Source: an optimization exercise on an open RTL-to-GDS flow (aim: small area, a short achievable clock period and few clock cycles per item). Production flows keep margins and buffers that such runs may drop. The RTL was checked by simulation tests, not by an equivalence proof against the original design.

File: flow/config.mk
export PLATFORM = sky130hd
export DESIGN_NAME = aes256_core
export DESIGN_NICKNAME = aes256_core
export VERILOG_FILES = /design/flow/design.v
export SDC_FILE = /design/flow/constraint.sdc
export NUM_CORES = 4
export LEC_CHECK = 0
export CAP_MARGIN = 20
export CELL_PAD_IN_SITES_DETAIL_PLACEMENT = 1
export CELL_PAD_IN_SITES_GLOBAL_PLACEMENT = 2
export CORE_MARGIN = 2
export CORE_UTILIZATION = 20
export PLACE_DENSITY = 0.4
export SLEW_MARGIN = 20
File: flow/constraint.sdc
create_clock -name core_clock -period 8.0 [get_ports {clk}]
set_input_delay 1.6000 -clock core_clock [delete_from_list [all_inputs] [get_ports {clk}]]
set_output_delay 1.6000 -clock core_clock [all_outputs]
set_load 0.01 [all_outputs]
File: flow/design.v
module aes_sbox_p1 (input wire [7:0] a, output wire [11:0] m);
    function [3:0] gm4; input [3:0] x, y; reg [3:0] r, t; integer i;
        begin r = 4'h0; t = x; for (i = 0; i < 4; i = i + 1) begin if (y[i]) r = r ^ t; t = {t[2:0], 1'b0} ^ (t[3] ? 4'h3 : 4'h0); end gm4 = r; end
    endfunction
    function [3:0] ginv4; input [3:0] d;
        case (d)
            4'h0: ginv4 = 4'h0;
            4'h1: ginv4 = 4'h1;
            4'h2: ginv4 = 4'h9;
            4'h3: ginv4 = 4'he;
            4'h4: ginv4 = 4'hd;
            4'h5: ginv4 = 4'hb;
            4'h6: ginv4 = 4'h7;
            4'h7: ginv4 = 4'h6;
            4'h8: ginv4 = 4'hf;
            4'h9: ginv4 = 4'h2;
            4'ha: ginv4 = 4'hc;
            4'hb: ginv4 = 4'h5;
            4'hc: ginv4 = 4'ha;
            4'hd: ginv4 = 4'h4;
            4'he: ginv4 = 4'h3;
            4'hf: ginv4 = 4'h8;
            default: ginv4 = 4'h0;
        endcase
    endfunction
    wire [7:0] c;
    assign c[0] = a[0] ^ a[1];
    assign c[1] = a[3] ^ a[5] ^ a[7];
    assign c[2] = a[2] ^ a[3] ^ a[4] ^ a[6];
    assign c[3] = a[3] ^ a[5] ^ a[6];
    assign c[4] = a[4] ^ a[5] ^ a[6];
    assign c[5] = a[1] ^ a[4] ^ a[6] ^ a[7];
    assign c[6] = a[2] ^ a[3] ^ a[5] ^ a[7];
    assign c[7] = a[5] ^ a[7];
    wire [3:0] h = c[7:4], l = c[3:0];
    wire [3:0] d = gm4(gm4(h, h), 4'hc) ^ gm4(h, l) ^ gm4(l, l);
    assign m = {h, l, ginv4(d)};
endmodule
module aes_sbox_p2 (input wire [11:0] m, output wire [7:0] y);
    function [3:0] gm4; input [3:0] x, y; reg [3:0] r, t; integer i;
        begin r = 4'h0; t = x; for (i = 0; i < 4; i = i + 1) begin if (y[i]) r = r ^ t; t = {t[2:0], 1'b0} ^ (t[3] ? 4'h3 : 4'h0); end gm4 = r; end
    endfunction
    wire [3:0] h = m[11:8], l = m[7:4], di = m[3:0];
    wire [7:0] ci = {gm4(h, di), gm4(h ^ l, di)};
    assign y[0] = ~(ci[0] ^ ci[2] ^ ci[4] ^ ci[5] ^ ci[6] ^ ci[7]);
    assign y[1] = ~(ci[0] ^ ci[1] ^ ci[2] ^ ci[3] ^ ci[4] ^ ci[6] ^ ci[7]);
    assign y[2] = ci[0] ^ ci[3] ^ ci[6];
    assign y[3] = ci[0] ^ ci[2] ^ ci[4] ^ ci[7];
    assign y[4] = ci[0] ^ ci[1] ^ ci[3] ^ ci[4] ^ ci[6];
    assign y[5] = ~(ci[1] ^ ci[2] ^ ci[3] ^ ci[4] ^ ci[5]);
    assign y[6] = ~(ci[4] ^ ci[6] ^ ci[7]);
    assign y[7] = ci[1] ^ ci[2] ^ ci[6] ^ ci[7];
endmodule
module aes256_core (
    input  wire         clk,
    input  wire         rst,         
    input  wire         in_valid,
    output wire         in_ready,
    input  wire [255:0] key,
    input  wire [127:0] block_in,
    output wire         out_valid,
    output wire [127:0] block_out
);
    function [7:0] xtime;
        input [7:0] b;
        xtime = {b[6:0], 1'b0} ^ (b[7] ? 8'h1b : 8'h00);
    endfunction
    function [31:0] mix_column;
        input [31:0] col;
        reg [7:0] a0, a1, a2, a3, t;
        begin
            a0 = col[31:24];
            a1 = col[23:16];
            a2 = col[15:8];
            a3 = col[7:0];
            t  = a0 ^ a1 ^ a2 ^ a3;
            mix_column[31:24] = a0 ^ t ^ xtime(a0 ^ a1);
            mix_column[23:16] = a1 ^ t ^ xtime(a1 ^ a2);
            mix_column[15:8]  = a2 ^ t ^ xtime(a2 ^ a3);
            mix_column[7:0]   = a3 ^ t ^ xtime(a3 ^ a0);
        end
    endfunction
    function [7:0] rcon_of;
        input [3:0] r;
        case (r)
            4'd1:    rcon_of = 8'h01;
            4'd3:    rcon_of = 8'h02;
            4'd5:    rcon_of = 8'h04;
            4'd7:    rcon_of = 8'h08;
            4'd9:    rcon_of = 8'h10;
            4'd11:   rcon_of = 8'h20;
            4'd13:   rcon_of = 8'h40;
            default: rcon_of = 8'h00;
        endcase
    endfunction
    reg          b1, b2, b3;
    reg  [3:0]   r1, r2, r3;
    reg  [127:0] s1;           
    reg  [191:0] s2;           
    reg  [127:0] s3;           
    reg  [255:0] k1, k2, k3;   
    reg  [47:0]  km2;          
    reg  [31:0]  kt3;          
    wire last3 = (r3 == 4'd14);
    assign out_valid = b3 & last3;
    assign in_ready  = !b3 | last3;
    wire [191:0] s2_d;
    wire [47:0]  km2_d;
    wire [31:0]  sw_in = k1[31:0];
    genvar gi;
    generate
        for (gi = 0; gi < 16; gi = gi + 1) begin : g_sa
            aes_sbox_p1 u_p1 (.a(s1[127-8*gi -: 8]), .m(s2_d[191-12*gi -: 12]));
        end
        for (gi = 0; gi < 4; gi = gi + 1) begin : g_ka
            aes_sbox_p1 u_p1 (.a(sw_in[31-8*gi -: 8]), .m(km2_d[47-12*gi -: 12]));
        end
    endgenerate
    wire [127:0] s3_d;
    wire [31:0]  sw_out;
    generate
        for (gi = 0; gi < 16; gi = gi + 1) begin : g_sb
            aes_sbox_p2 u_p2 (.m(s2[191-12*gi -: 12]), .y(s3_d[127-8*gi -: 8]));
        end
        for (gi = 0; gi < 4; gi = gi + 1) begin : g_kb
            aes_sbox_p2 u_p2 (.m(km2[47-12*gi -: 12]), .y(sw_out[31-8*gi -: 8]));
        end
    endgenerate
    wire [31:0] kt3_d = r2[0] ? {sw_out[23:0], sw_out[31:24]} ^ {rcon_of(r2), 24'h0}
                              : sw_out;
    wire [127:0] shifted;
    generate
        for (gi = 0; gi < 16; gi = gi + 1) begin : g_shift
            localparam integer R = gi % 4;
            localparam integer C = gi / 4;
            localparam integer SRC = R + 4 * ((C + R) % 4);
            assign shifted[127-8*gi -: 8] = s3[127-8*SRC -: 8];
        end
    endgenerate
    wire [127:0] mixed;
    generate
        for (gi = 0; gi < 4; gi = gi + 1) begin : g_mix
            assign mixed[127-32*gi -: 32] = mix_column(shifted[127-32*gi -: 32]);
        end
    endgenerate
    wire [127:0] round_key = k3[127:0];         
    wire [127:0] round_out = mixed ^ round_key;
    assign block_out = shifted ^ round_key;     
    wire [31:0] nw0 = k3[255:224] ^ kt3;
    wire [31:0] nw1 = k3[223:192] ^ nw0;
    wire [31:0] nw2 = k3[191:160] ^ nw1;
    wire [31:0] nw3 = k3[159:128] ^ nw2;
    always @(posedge clk) begin
        if (rst) begin
            b1 <= 1'b0;
            b2 <= 1'b0;
            b3 <= 1'b0;
        end else begin
            b1 <= in_ready ? in_valid : b3;
            b2 <= b1;
            b3 <= b2;
        end
    end
    always @(posedge clk) begin
        if (in_ready) begin
            r1 <= 4'd1;
            s1 <= block_in ^ key[255:128];
            k1 <= key;
        end else begin
            r1 <= r3 + 4'd1;
            s1 <= round_out;
            k1 <= {k3[127:0], nw0, nw1, nw2, nw3};
        end
        r2  <= r1;
        s2  <= s2_d;
        k2  <= k1;
        km2 <= km2_d;
        r3  <= r2;
        s3  <= s3_d;
        k3  <= k2;
        kt3 <= kt3_d;
    end
endmodule
File: flow/run.sh
#!/bin/bash
# synth_recipe.tcl (not shown) runs the flow's synth.tcl, then flattens the netlist and writes it again
# the make line also repeats each setting of config.mk as NAME=value (left out here)
make -C /OpenROAD-flow-scripts/flow DESIGN_CONFIG=/design/flow/config.mk WORK_HOME=/design/flow/orfs CLKGATE_MAP_FILE= SYNTH_SCRIPT=/design/flow/synth_recipe.tcl finish
==> results by group, run 1 <==
Clocking
  • Sink Count: ~1.3k
  • TritonCTS clock tree: done
  • Clock root buffer: clkbuf_16
  • Worst-Skew Late Latency: 880 ps
  • # hold bufs at CTS: 0
  • Clock Path Buffers: 4
  • Post_cts resized: 0
  • Setup bufs post-CTS: 0
  • H-tree lvl count: 4
  • Clock transition at path regs: 60 ps
  • Inserted Clock Buffers: 175

Worst setup path
  • Worst Path Required: 8740 ps
  • Register-to-register path setup slack: approximately 3000 ps
  • R2R cell count: 14
  • Setup CP Type: reg -> reg
  • Startpoint types: register
  • R2R Path Start: s1[39]
  • Worst Setup End Kind: register
  • Worst Path Arrival: 5700 ps
  • R2r endpoint: s2[48]
  • Crit path max fanout: 13

Drt
  • Antenna-violating nets left: 0
  • DR iter-0 viols: around 2.1k
  • First drt pass iteration count: 5
  • Routed vias/inst: 4.02
  • Total routed wirelength: 317000 um
  • DRC violation count after routing: 0
  • Via count: 53.5k
  • Routed len/inst: 23.9 um

Finish
  • Layout cells sized above 1: slightly above 7%
  • Design Area, Final: 89100 sq um
  • Area growth syn-to-layout: 22.4%
  • FF+latch area: 26200 sq um
  • Fillers: 41.3k
  • Nets: 8897
  • Fin cells: between 10k and 15k
  • Multi-input logic area: 44000 sq um

Synthesis
  • Synth cell types: 89
  • Cell taking the most area after synthesis: dfxtp_1
  • Ys flop type: dfxtp_1
  • Post-synth top area share: 36.0%
  • YS warnings: 3
  • Synth area leaders: dfxtp_1 (36%), xnor2_1 (19%), xor2_1 (11%)
  • #FFs+latches synth: 1311
  • Synthesized instance count: 7967
  • Seq/Total Area, Yosys: a little over a third
  • Cell Area, Synth: 72800 sq um
  • Synthesized Nets: roughly 8.5k
  • Avg Inst Size Synth: 9.14 sq um
  • Number of synthesized flops with an enable pin: 0
  • Synth async-reset ratio: 0%

Placed design
  • Placer congestion estimate: 0.780
  • Buffers on Ports: between 500 and 600
  • Cell total after placement: around 13k
  • Final HPWL DP: 259000 um
  • Placed Area: 82900 sq um

STA
  • Clock skew: slightly below 80 ps
  • Fmax: 202 MHz
  • RSZ-0062 raised after global routing: false
  • Final period util: between 60% and 70%
  • Setup TNS: 0 ps
  • Final setup fails: 0
  • Final min period: 4960 ps
  • Final Max Tran Viols: 0
  • Final Hold Fails: 0
  • Max-slew headroom: 24.6%
  • Least-Margin Pin Slew: 1130 ps

Die
  • Initial Util: 20.1%
  • Die Area: 369000 sq um
  • Core area: 363000 sq um
  • Rows: 221
  • Die X: 607 um
  • Vert. Die Dim: 607 um
  • IO Count: 517

Min path
  • Worst hold stages: 0
  • Hold Path Sink: k2[122]
  • Hold WC Path Type: reg -> reg
  • Hold Startpoint: k1[122]

Run status
  • Run status: timing/DRC/antenna clean

GRT
  • Largest net degree at the start of global routing: ~180
  • Global route total overflow: 0
  • First-pass GRT wire length: 445000 um
  • Total Routing Usage GR: 16.8%
  • Vias in the first global route: 57.2k
  • Initial antenna violation count: 29

Job
  • # Max-Cap Violations: 0
[cell usage in the layout (no fill, tap or decap), types with 50 or more instances in the layout]
cell type / instances
inv_1: 261
o21ai_0: 429
xnor2_1: 1541
dfxtp_1: 1311
nor3_1: 96
nor2_1: 260
mux2_2: 106
clkdlybuf4s50_1: 516
nand2_1: 1261
mux2i_1: 173
a22oi_1: 67
buf_4: 58
xor2_1: 880
ha_1: 184
nand3_1: 85
nand2b_1: 53
xnor2_2: 50
a21oi_1: 179
clkbuf_16: 176
[through the flow]
step                      util [%]  worst slack (ps)  hold WS [ps]
after detailed placement      22.9              2640           313
final                         24.6              3040           294
after global placement        22.9              2870           310
after CTS                     24.6              2600           309
after global routing          24.6              2650           311
after floorplan                  -              3910           310
[critical path: stages (launching register included)]
cell and delay, ps:
dfxtp_1 650, xor2_2 590, inv_1 430, xnor2_1 480, inv_1 150, ha_1 370, mux2i_1 230, xnor2_1 210
xnor2_1 140, xnor2_1 180, xnor2_1 450, inv_1 140, ha_1 320, inv_1 50, mux4_2 450
[per-layer routing]
layer | GRT usage [%] | part of all wire (%)
met1 | 21.6 | 46
met2 | 29.9 | 50
met3 | 1.80 | 2.4
met4 | 3.75 | 2.2
met5 | 0 | 0.0041
[kinds of logic (layout without fill, tap and decap cells)]
logic type,count (synthesis),count (layout),synth area share (%)
AO/OA/AOI/OAI,991,991,8.29
flip-flops,1311,1311,36.0
buffers and inverters,666,1157,3.65
adder cells (fa/ha/maj),196,196,3.33
XOR/XNOR,2551,2551,32.5
other,0,41,0
AND/OR/NAND/NOR,1944,1944,11.3
multiplexers,308,308,4.91
[cell usage after synthesis (8+ instances only)]
| cell type | count |
|---|---|
| a211oi_1 | 49 |
| a21o_1 | 23 |
| a21oi_1 | 179 |
| a221oi_1 | 11 |
| a22oi_1 | 67 |
| a31oi_1 | 32 |
| a32oi_1 | 10 |
| and2_1 | 15 |
| and3_1 | 20 |
| and3b_1 | 9 |
| buf_1 | 25 |
| buf_2 | 94 |
| buf_4 | 8 |
| clkbuf_1 | 266 |
| dfxtp_1 | 1311 |
| ha_1 | 184 |
| inv_1 | 262 |
| maj3_1 | 12 |
| mux2_2 | 106 |
| mux2i_1 | 173 |
| mux4_2 | 27 |
| nand2_1 | 1261 |
| nand2b_1 | 53 |
| nand3_1 | 85 |
| nand3b_1 | 23 |
| nor2_1 | 260 |
| nor2b_1 | 43 |
| nor3_1 | 96 |
| nor3b_1 | 21 |
| o211ai_1 | 38 |
| o21a_1 | 16 |
| o21ai_0 | 429 |
| o22a_1 | 13 |
| o22ai_1 | 26 |
| o31ai_1 | 12 |
| o32ai_1 | 9 |
| or2_2 | 11 |
| or3_1 | 20 |
| or3b_2 | 13 |
| xnor2_1 | 1547 |
| xnor2_2 | 44 |
| xnor3_1 | 37 |
| xor2_1 | 888 |
| xor2_2 | 15 |
[state kept, by name (all words and copies together), names as in the netlist]
register,count
b1,1
b2,1
b3,1
k1,256
k2,256
k3,256
km2,48
kt3,32
r1,4
r2,4
r3,4
s1,128
s2,192
s3,128
[layout make-up]
cell class / count / share of cell area, %
Sequential cell: 1311 / 29.5
Inverter: 271 / 1.15
Timing Repair Buffer: 577 / 6.35
Clock buffer: 233 / 5.47
Multi-Input combinational cell: 5990 / 49.4
Clock inverter: 76 / 1.33
Antenna cell: 41 / 0.115
Tap cell: 4794 / 6.73
[worst max-delay path by stage]
stage | from | to | slack [ps] | depth (start not counted)
2_1_floorplan | s1[85] | s2[120] | 3910 | 15
3_3_place_gp | s1[39] | s2[48] | 2870 | 14
3_5_place_dp | s1[39] | s2[48] | 2640 | 14
4_1_cts | s1[39] | s2[48] | 2600 | 14
5_1_grt | s1[39] | s2[48] | 2650 | 14
6_report | s1[39] | s2[48] | 3040 | 14
Testbench counts, summed over its fixed seeds: cycles 26,904, blocks 1,920.
==> inputs of run 2 (changes only) <==
--- a/flow/design.v
+++ b/flow/design.v
@@ -34,13 +34,34 @@
     assign c[7] = a[5] ^ a[7];
     wire [3:0] h = c[7:4], l = c[3:0];
     wire [3:0] d = gm4(gm4(h, h), 4'hc) ^ gm4(h, l) ^ gm4(l, l);
-    assign m = {h, l, ginv4(d)};
+    assign m = {h, l, d};
 endmodule
 module aes_sbox_p2 (input wire [11:0] m, output wire [7:0] y);
     function [3:0] gm4; input [3:0] x, y; reg [3:0] r, t; integer i;
         begin r = 4'h0; t = x; for (i = 0; i < 4; i = i + 1) begin if (y[i]) r = r ^ t; t = {t[2:0], 1'b0} ^ (t[3] ? 4'h3 : 4'h0); end gm4 = r; end
     endfunction
-    wire [3:0] h = m[11:8], l = m[7:4], di = m[3:0];
+    function [3:0] ginv4; input [3:0] d;
+        case (d)
+            4'h0: ginv4 = 4'h0;
+            4'h1: ginv4 = 4'h1;
+            4'h2: ginv4 = 4'h9;
+            4'h3: ginv4 = 4'he;
+            4'h4: ginv4 = 4'hd;
+            4'h5: ginv4 = 4'hb;
+            4'h6: ginv4 = 4'h7;
+            4'h7: ginv4 = 4'h6;
+            4'h8: ginv4 = 4'hf;
+            4'h9: ginv4 = 4'h2;
+            4'ha: ginv4 = 4'hc;
+            4'hb: ginv4 = 4'h5;
+            4'hc: ginv4 = 4'ha;
+            4'hd: ginv4 = 4'h4;
+            4'he: ginv4 = 4'h3;
+            4'hf: ginv4 = 4'h8;
+            default: ginv4 = 4'h0;
+        endcase
+    endfunction
+    wire [3:0] h = m[11:8], l = m[7:4], di = ginv4(m[3:0]);
     wire [7:0] ci = {gm4(h, di), gm4(h ^ l, di)};
     assign y[0] = ~(ci[0] ^ ci[2] ^ ci[4] ^ ci[5] ^ ci[6] ^ ci[7]);
     assign y[1] = ~(ci[0] ^ ci[1] ^ ci[2] ^ ci[3] ^ ci[4] ^ ci[6] ^ ci[7]);
@@ -101,16 +122,19 @@
     reg  [255:0] k1, k2, k3;   
     reg  [47:0]  km2;          
     reg  [31:0]  kt3;          
+    reg          rdy;          
     wire last3 = (r3 == 4'd14);
+    wire load  = !b3 | last3;   
     assign out_valid = b3 & last3;
-    assign in_ready  = !b3 | last3;
+    assign in_ready  = rdy;
+    wire [127:0] ark = s1 ^ k1[255:128];
     wire [191:0] s2_d;
     wire [47:0]  km2_d;
     wire [31:0]  sw_in = k1[31:0];
     genvar gi;
     generate
         for (gi = 0; gi < 16; gi = gi + 1) begin : g_sa
-            aes_sbox_p1 u_p1 (.a(s1[127-8*gi -: 8]), .m(s2_d[191-12*gi -: 12]));
+            aes_sbox_p1 u_p1 (.a(ark[127-8*gi -: 8]), .m(s2_d[191-12*gi -: 12]));
         end
         for (gi = 0; gi < 4; gi = gi + 1) begin : g_ka
             aes_sbox_p1 u_p1 (.a(sw_in[31-8*gi -: 8]), .m(km2_d[47-12*gi -: 12]));
@@ -143,32 +167,32 @@
             assign mixed[127-32*gi -: 32] = mix_column(shifted[127-32*gi -: 32]);
         end
     endgenerate
-    wire [127:0] round_key = k3[127:0];         
-    wire [127:0] round_out = mixed ^ round_key;
-    assign block_out = shifted ^ round_key;     
+    assign block_out = shifted ^ k3[127:0];
     wire [31:0] nw0 = k3[255:224] ^ kt3;
     wire [31:0] nw1 = k3[223:192] ^ nw0;
     wire [31:0] nw2 = k3[191:160] ^ nw1;
     wire [31:0] nw3 = k3[159:128] ^ nw2;
     always @(posedge clk) begin
         if (rst) begin
-            b1 <= 1'b0;
-            b2 <= 1'b0;
-            b3 <= 1'b0;
+            b1  <= 1'b0;
+            b2  <= 1'b0;
+            b3  <= 1'b0;
+            rdy <= 1'b1;
         end else begin
-            b1 <= in_ready ? in_valid : b3;
+            rdy <= !b2 | (r2 == 4'd14);
+            b1 <= load ? in_valid : b3;
             b2 <= b1;
             b3 <= b2;
         end
     end
     always @(posedge clk) begin
-        if (in_ready) begin
+        if (load) begin
             r1 <= 4'd1;
-            s1 <= block_in ^ key[255:128];
+            s1 <= block_in;
             k1 <= key;
         end else begin
             r1 <= r3 + 4'd1;
-            s1 <= round_out;
+            s1 <= mixed;
             k1 <= {k3[127:0], nw0, nw1, nw2, nw3};
         end
         r2  <= r1;
--- a/flow/config.mk
+++ b/flow/config.mk
@@ -5,10 +5,12 @@
 export SDC_FILE = /design/flow/constraint.sdc
 export NUM_CORES = 4
 export LEC_CHECK = 0
+export ABC_AREA = 1
 export CAP_MARGIN = 20
 export CELL_PAD_IN_SITES_DETAIL_PLACEMENT = 1
 export CELL_PAD_IN_SITES_GLOBAL_PLACEMENT = 2
 export CORE_MARGIN = 2
-export CORE_UTILIZATION = 20
-export PLACE_DENSITY = 0.4
+export CORE_UTILIZATION = 45
+export PLACE_DENSITY = 0.6
+export SETUP_SLACK_MARGIN = 1.5
 export SLEW_MARGIN = 20
==> run 2 against run 1 <==
Clock-buffer cell count shrank 38. Sequential share of layout area grew 1.3 points. Clock skew shrank 40 ps. Global-route usage grew 14 points. Area after synthesis grew 0.24%. Maximum frequency grew 17%. First-iteration DRC count grew 73%. Wire length shrank 17%. Register-to-register slack gained 1300 ps. Critical endpoint is now block_out[23].
==> results by group, run 2 <==
Synthesis
  • Synthesized Nets: 10.3k (+21%)
  • Post-synth top area share: 36.0% (-0.059 points)
  • Synthesized instance count: 9731 (+22%)
  • Synth area leaders: dfxtp_1 (36%), nand2_1 (17%), xor2_1 (13%)
  • Synth cell types: 47 (-47%)
  • YS warnings: 3 (unchanged)
  • Post-synth top cells: nand2_1 (3340), dfxtp_1 (1312), xor2_1 (1094)
  • Cell Area, Synth: 73000 sq um (+0.24%)
  • Most common cell in the netlist: nand2_1
  • Ys flop type: dfxtp_1
  • Synth async-reset ratio: 0% (unchanged)
  • #FFs+latches synth: 1312 (+0.076%)
  • Cell taking the most area after synthesis: dfxtp_1
  • Avg Inst Size Synth: 7.50 sq um (-18%)
  • Number of synthesized flops with an enable pin: 0 (unchanged)
  • Seq/Total Area, Yosys: 36.0% (-0.059 points)

Worst setup path
  • Crit-path max cell delay: 670 ps (+20 ps)
  • Register-to-register path setup slack: 4370 ps (+1330 ps)
  • Startpoint types: register
  • Cells along the critical path: xor2_1 > clkdlybuf4s50_1
  • Slowest CP cell: clkdlybuf4s50_1
  • Worst Setup End Kind: output port
  • Crit path max fanout: 5 (-8)
  • Worst Path Required: 6400 ps (-2340 ps)
  • Worst Path Arrival: 2620 ps (-3080 ps)
  • Setup CP Type: reg -> out

STA
  • RSZ-0062 raised after global routing: false
  • Final Max Tran Viols: 0 (unchanged)
  • Final period util: 52.8% (-9.2 points)
  • Fmax: 237 MHz (+17%)
  • Max-slew headroom: 8.95% (-16 points)
  • Setup TNS: 0 ps (unchanged)
  • Post-route setup slack: 3780 ps (+737 ps)
  • Least-Margin Pin Slew: 1370 ps (+238 ps)
  • Final min period: 4220 ps (-737 ps)
  • Final setup fails: 0 (unchanged)
  • Final Hold Fails: 0 (unchanged)
  • Clock skew: 36.5 ps (-40.3 ps)

Drt
  • Antenna-violating nets left: 0 (unchanged)
  • Routed len/inst: 20.9 um (-12%)
  • Via count: 62.7k (+17%)
  • Routed vias/inst: 5.00 (+24%)
  • Total routed wirelength: 262000 um (-17%)
  • DR iter-0 viols: 3639 (+73%)
  • First drt pass iteration count: 5 (unchanged)
  • DRC violation count after routing: 0 (unchanged)

Run status
  • Run status: timing/DRC/antenna clean

Min path
  • Hold WC Path Type: reg -> reg

Finish
  • Most common library cell in the layout ignoring fill and taps: nand2_1
  • Nets: 10.8k (+22%)
  • Largest regs: k1: 256 flops, k2: 256 flops, k3: 256 flops
  • Commonest non-fill, non-tap cells in the layout: nand2_1 (3339), dfxtp_1 (1312), xor2_1 (1090), xnor2_1 (919), inv_1 (784)
  • Area growth syn-to-layout: 17.2%
  • Final Util: 53.2% (+29 points)
  • Layout cells sized above 1: 5.11% (-1.9 points)

Die
  • Die Area: 165000 sq um (-55%)
  • Core area: 161000 sq um (-56%)
  • Rows: 147 (-33%)
  • Die X: 407 um (-33%)
  • Initial Util: 45.4% (+25 points)
  • Vert. Die Dim: 407 um (-33%)
  • IO Count: 517 (unchanged)

Clocking
  • # hold bufs at CTS: 0 (unchanged)
  • H-tree lvl count: 4 (unchanged)
  • Worst-Skew Late Latency: 810 ps (-70 ps)
  • Setup bufs post-CTS: 0 (unchanged)
  • Clock Path Buffers: 3 (-1)
  • Clock root buffer: clkbuf_16
  • Sink Count: 1312 (+0.076%)
  • Post_cts resized: 0 (unchanged)
  • Clock transition at path regs: 60 ps (about the same)
  • Inserted Clock Buffers: 146 (-17%)
  • TritonCTS clock tree: done

Placed design
  • Placer congestion estimate: 0.939 (+20%)
  • Buffers on Ports: 516 (unchanged)
  • Final HPWL DP: 213000 um (-18%)
  • Pre-CTS setup slack: 4500 ps (+1850 ps)

GRT
  • Total Routing Usage GR: 31.3% (+14 points)
  • Initial antenna violation count: 16 (-45%)
  • Vias in the first global route: 65.2k (+14%)
  • First-pass GRT wire length: 392000 um (-12%)
  • Largest net degree at the start of global routing: 228 (+29%)
  • Global route total overflow: 0 (unchanged)

Job
  • # Max-Cap Violations: 0 (unchanged)
run 2: changes by cell type after synthesis, moves of 67 or more:
cell      previous run  this run
nand2_1           1261      3340
xnor2_1           1547       919
inv_1              262       785
nand3_1             85       539
nor2_1             260       523
xor2_1             888      1094
mux2i_1            173         1
clkbuf_1           266       105
a21oi_1            179        50
mux2_2             106         0
nand2_2              0        94
nor3_1              96         5
buf_2               94        23
a22oi_1             67         0
run 2: logic make-up (layout without fill, tap and decap cells):
kind of cell             count (synthesis)  after routing  share of synthesized area [%]
AO/OA/AOI/OAI                          469            469                           3.31
XOR/XNOR                              2082           2082                           25.8
adder cells (fa/ha/maj)                188            188                           3.22
buffers and inverters                  986           1624                           5.25
flip-flops                            1312           1312                           36.0
multiplexers                             1              1                         0.0137
other                                    0              6                              0
AND/OR/NAND/NOR                       4693           4693                           26.4
run 2: per-layer routing:
metal,vias up,part of all wire [%],global-route usage (%)
li1,30800,-,-
met1,30300,44,39.8
met2,1255,47,53.1
met3,391,4.2,4.17
met4,10,4.4,12.9
met5,-,0.025,0
run 2: metrics by stage:
stage | std cells | hold WS (ps) | cell area [sq um]
after floorplan | 9731 | 310 | 73000
after global placement | 12300 | 310 | 80300
after detailed placement | 12300 | 313 | 80300
after CTS | 12500 | 316 | 85500
after global routing | 12500 | 309 | 85500
final | 12500 | 310 | 85500
run 2: critical path, delay by kind of cell (launching register included):
kind	cells	cell delay, ps
xor gates and xnor gates	1	630
buffers and inverters	1	670
DFF	1	510
run 2: layout make-up:
class | count | area [sq um]
Clock inverter | 71 | 1010
Multi-Input combinational cell | 7433 | 42900
Timing Repair Buffer | 539 | 5360
Inverter | 819 | 3080
Tap cell | 2160 | 2700
Fill cell | 20100 | 75200
Sequential cell | 1312 | 26300
Antenna cell | 6 | 15.0
Clock buffer | 195 | 4150
run 2: final timing paths:
path         startpoint                  to  cells after the start
max             s3[119]       block_out[23]                      2
min             k2[222]             k3[222]                      0
max reg2reg      k1[11]  g_kb[2].u_p2.di[0]                     17
min reg2reg     k2[222]             k3[222]                      0
Testbench counts of run 2, summed over its fixed seeds: cycles 26,904, blocks 1,920.

[what the ideal ports hide]
In the flow no input, the clock included, has a driving cell. The finished layouts below were timed again as built, in two steps.
Step 1 (the two cells are an assumption about what drives the block):
set clk [get_ports {clk}]
set_driving_cell -lib_cell sky130_fd_sc_hd__clkbuf_16 $clk
set_driving_cell -lib_cell sky130_fd_sc_hd__buf_2 [delete_from_list [all_inputs] $clk]
Step 2 also shifts input and output timing later by t, the mid clock arrival at the registers, as if the neighbouring blocks saw the same clock.
Slacks: ideal ports / drivers / drivers and shift; pairs: ideal ports / drivers.
run	t, ns	setup slack, ns	worst hold slack (ns)	worst register clock-pin slew, ns
run 1	0.951	3.039 / 3.039 / 3.039	0.294 / 0.294 / 0.294	0.07 / 0.07
run 2	0.881	3.776 / 3.691 / 4.365	0.310 / 0.310 / 0.310	0.07 / 0.07
After both steps every run listed still meets setup and hold.
